Source: an optimization exercise on an open RTL-to-GDS flow (aim: small area, a short achievable clock period and few clock cycles). Production flows keep margins and buffers that such runs may drop. RTL that was checked went through simulation tests only; none was proved equivalent to the original. No activity file was given, so power comes from the tool's default toggle rates.

== birch ==
// csb
module csb (
    input  wire        clk,
    input  wire        rst,                
    input  wire        lockstep_strict,    
    input  wire        req_valid,
    output wire        req_ready,
    input  wire [31:0] req_word,
    output reg         rsp_valid,
    output reg  [2:0]  rsp_code,
    output reg  [15:0] rsp_data,
    output reg         mem_valid,
    output reg         mem_we,
    output wire [1:0]  mem_dev,
    output reg  [15:0] mem_addr,
    output wire [7:0]  mem_wdata,
    input  wire        mem_ready,
    input  wire [7:0]  mem_rdata,
    output wire        ntf_valid,
    output wire [1:0]  ntf_ext,
    output wire [4:0]  ntf_kind,
    output wire        ntf_level,
    output wire        log_valid,
    output wire [1:0]  log_inst,
    output wire [4:0]  log_kind,
    output wire        log_level
);
Size in the first run: ~2300 cells after synthesis, about 510 flip-flops, about 110 I/O pins, about 23000 um^2 of cells after synthesis.
clock: 7.0 ns
lec_check: 0
cap_margin: 20
core_margin: 2
core_utilization: 40
cts_cluster_diameter: 80
cts_cluster_size: 30
place_density: 0.6
setup_slack_margin: 4.1
slew_margin: 20
standard.sh (not shown) runs the stock make flow with config.mk's settings and CLKGATE_MAP_FILE= SYNTH_SCRIPT=/design/flow/synth_recipe.tcl, a recipe that flattens the netlist after the stock synthesis.
==> flow/flow/run.sh <==
#!/bin/bash
# The standard layout (standard.sh), with the port buffers that buffer_ports
# inserts made from buf_1 cells instead of the delay cells it picks by default.
export BUFFER_PORTS_ARGS="-buffer_cell sky130_fd_sc_hd__buf_1"
bash standard.sh > standard.log 2>&1
birch reached the final stage; the timing, DRC and antenna checks on its layout passed.
diff inputs: birch => cedar
Settings: CTS_CLUSTER_DIAMETER removed (was 80); CTS_BUF_LIST newly set to sky130_fd_sc_hd__clkbuf_4; CTS_CLUSTER_SIZE removed (was 30).
Results
- cedar vs birch — global-route usage over all layers rose 1.1 points.
- Final design utilization for cedar: 1.3 points up relative to birch
- The clock-pin slew reported for the worst setup and hold paths after clock tree synthesis of cedar falls short of that of birch by 0.05 ns.
- Between birch and cedar, the flow reports design area increasing by a few percent.
Function was not checked in any run of this note: the RTL went through the layout flow alone.

---

csb, a different RTL version from the one above (not shown whole).
Size in the first run: ~2800 cells after synthesis, about 110 I/O pins, about 24000 um^2 of cells after synthesis.
// csb
module csb (
    input  wire        clk,
    input  wire        rst,                
    input  wire        lockstep_strict,    
    input  wire        req_valid,
    output wire        req_ready,
    input  wire [31:0] req_word,
    output reg         rsp_valid,
    output reg  [2:0]  rsp_code,
    output reg  [15:0] rsp_data,
    output reg         mem_valid,
    output reg         mem_we,
    output wire [1:0]  mem_dev,
    output reg  [15:0] mem_addr,
    output wire [7:0]  mem_wdata,
    input  wire        mem_ready,
    input  wire [7:0]  mem_rdata,
    output wire        ntf_valid,
    output wire [1:0]  ntf_ext,
    output wire [4:0]  ntf_kind,
    output wire        ntf_level,
    output wire        log_valid,
    output wire [1:0]  log_inst,
    output wire [4:0]  log_kind,
    output wire        log_level
);
==> flow/config.mk <==
export PLATFORM = sky130hd
export DESIGN_NAME = csb
export DESIGN_NICKNAME = csb
export VERILOG_FILES = /design/flow/design.v
export SDC_FILE = /design/flow/constraint.sdc
export NUM_CORES = 4
export LEC_CHECK = 0
export ABC_AREA = 1
export CAP_MARGIN = 20
export CORE_MARGIN = 2
export CORE_UTILIZATION = 40
export CTS_CLUSTER_DIAMETER = 80
export CTS_CLUSTER_SIZE = 25
export PLACE_DENSITY = 0.6
export SETUP_SLACK_MARGIN = 4.1
export SLEW_MARGIN = 20
==> flow/constraint.sdc <==
create_clock -name core_clock -period 7.0 [get_ports {clk}]
set_input_delay 1.4000 -clock core_clock [delete_from_list [all_inputs] [get_ports {clk}]]
set_output_delay 1.4000 -clock core_clock [all_outputs]
set_load 0.01 [all_outputs]
Scripts as last shown in full above: flow/flow/run.sh
Testbench counts at the start, summed over its fixed seeds: cycles 30,417.
Rerun with:
==> flow/flow/run.sh (replaced) <==
#!/bin/bash
# The standard layout (standard.sh), with the port buffers that buffer_ports
# inserts made from buf_1 cells instead of the delay cells it picks by default,
# and with ORFS's power recovery (downsizing of gates off the critical paths)
# after global routing.
export BUFFER_PORTS_ARGS="-buffer_cell sky130_fd_sc_hd__buf_1"
export RECOVER_POWER=100
bash standard.sh > standard.log 2>&1
Settings changed: ABC_AREA 1 to default.
The new run finished but fails on capacitance limit, slew limit.
Sequential power is lower by about 2%.
Total power went down by 4.6%.
Core utilization goes down by 0.29 points.
Via count falls by 8.0%.
Wire length goes down by 5.7%.
Rerun with:
==> flow/flow/run.sh (replaced) <==
#!/bin/bash
# The standard layout (standard.sh), with the port buffers that buffer_ports
# inserts made from buf_1 cells instead of the delay cells it picks by default.
export BUFFER_PORTS_ARGS="-buffer_cell sky130_fd_sc_hd__buf_1"
bash standard.sh > standard.log 2>&1
Outcome: With this change the flow finished with timing, DRC and antenna clean. Clock power hardly moves. Final area went up by 1.8%. Total power went up by 0.51%. Setup slack gets better by 1700 ps.

---

Another version of the RTL of csb (not shown whole).
Size in the first run: about 2200 cells after synthesis, ~480 flip-flops, roughly 110 I/O pins.
// csb
module csb (
    input  wire        clk,
    input  wire        rst,                
    input  wire        lockstep_strict,    
    input  wire        req_valid,
    output wire        req_ready,
    input  wire [31:0] req_word,
    output reg         rsp_valid,
    output reg  [2:0]  rsp_code,
    output reg  [15:0] rsp_data,
    output reg         mem_valid,
    output reg         mem_we,
    output wire [1:0]  mem_dev,
    output reg  [15:0] mem_addr,
    output wire [7:0]  mem_wdata,
    input  wire        mem_ready,
    input  wire [7:0]  mem_rdata,
    output wire        ntf_valid,
    output wire [1:0]  ntf_ext,
    output wire [4:0]  ntf_kind,
    output wire        ntf_level,
    output wire        log_valid,
    output wire [1:0]  log_inst,
    output wire [4:0]  log_kind,
    output wire        log_level
);
==> flow/config.mk <==
export PLATFORM = sky130hd
export DESIGN_NAME = csb
export DESIGN_NICKNAME = csb
export VERILOG_FILES = /design/flow/design.v
export SDC_FILE = /design/flow/constraint.sdc
export NUM_CORES = 4
export LEC_CHECK = 0
export CAP_MARGIN = 20
export CORE_MARGIN = 2
export CORE_UTILIZATION = 40
export PLACE_DENSITY = 0.6
export SETUP_SLACK_MARGIN = 4.5
export SLEW_MARGIN = 20
==> flow/constraint.sdc <==
create_clock -name core_clock -period 7.0 [get_ports {clk}]
set_input_delay 1.4000 -clock core_clock [delete_from_list [all_inputs] [get_ports {clk}]]
set_output_delay 1.4000 -clock core_clock [all_outputs]
set_load 0.01 [all_outputs]
==> flow/flow/run.sh <==
#!/bin/bash
# The standard layout (standard.sh), with the port buffers that buffer_ports
# inserts made from buf_2 cells instead of the delay cells it picks by default.
export BUFFER_PORTS_ARGS="-buffer_cell sky130_fd_sc_hd__buf_2"
bash standard.sh > standard.log 2>&1
The baseline passed the timing, DRC and antenna checks.
Next try:
==> flow/run.sh (new file) <==
#!/bin/bash
# synth_recipe.tcl (not shown) runs the flow's synth.tcl, then flattens the netlist and writes it again
# the make line also repeats each setting of config.mk as NAME=value (left out here)
make -C /OpenROAD-flow-scripts/flow DESIGN_CONFIG=/design/flow/config.mk WORK_HOME=/design/flow/orfs CLKGATE_MAP_FILE= SYNTH_SCRIPT=/design/flow/synth_recipe.tcl finish
SETUP_SLACK_MARGIN = 4.1   (was 4.5)
removed: flow/flow/run.sh
removed: flow/standard.sh
The changed run completed without violations.
Setup slack improved by 0.12 ns.
Utilization fell by 5.4 points.
Synthesized cell count stays the same.
Non-clock buffer count fell by 162.
Final cell count fell by 4.9%.
No run of this note included a check of the RTL's function; only the layout flow was run.

## what the ideal ports hide
In the flow no input, the clock included, has a driving cell. The finished layouts below were timed again as built, in two steps.
Step 1 assumes that a clkbuf_16 drives the clock port and a buf_2 every other input.
Step 2 adds t to the input delays and takes it off the output delays; t is the mean of the earliest and latest rising clock arrival at the registers after step 1. Input paths then give back, and output paths get back, about the clock's delay inside the block.
Slacks: ideal ports / drivers / drivers and shift; pairs: ideal ports / drivers.
run | t (ns) | setup WS [ns] | latest minus earliest clock arrival (ns)
birch | 0.674 | 3.987 / 3.987 / 3.394 | 0.059 / 0.060
cedar | 0.986 | 3.992 / 3.992 / 3.156 | 0.079 / 0.079
the first run of note 2 | 0.683 | 4.132 / 4.070 / 3.571 | 0.063 / 0.063
the second run of note 2 | 0.656 | 2.482 / 2.482 / 2.297 | 0.035 / 0.034
the third run of note 2 | 0.655 | 4.161 / 4.098 / 3.546 | 0.036 / 0.037
the first run of note 3 | 0.667 | 3.958 / 3.958 / 3.613 | 0.012 / 0.013
the second run of note 3 | 0.671 | 4.078 / 4.101 / 3.441 | 0.036 / 0.035
The setup slack of cedar, which loses most, moves by 0.000 ns with the drivers and by -0.836 ns with both steps.
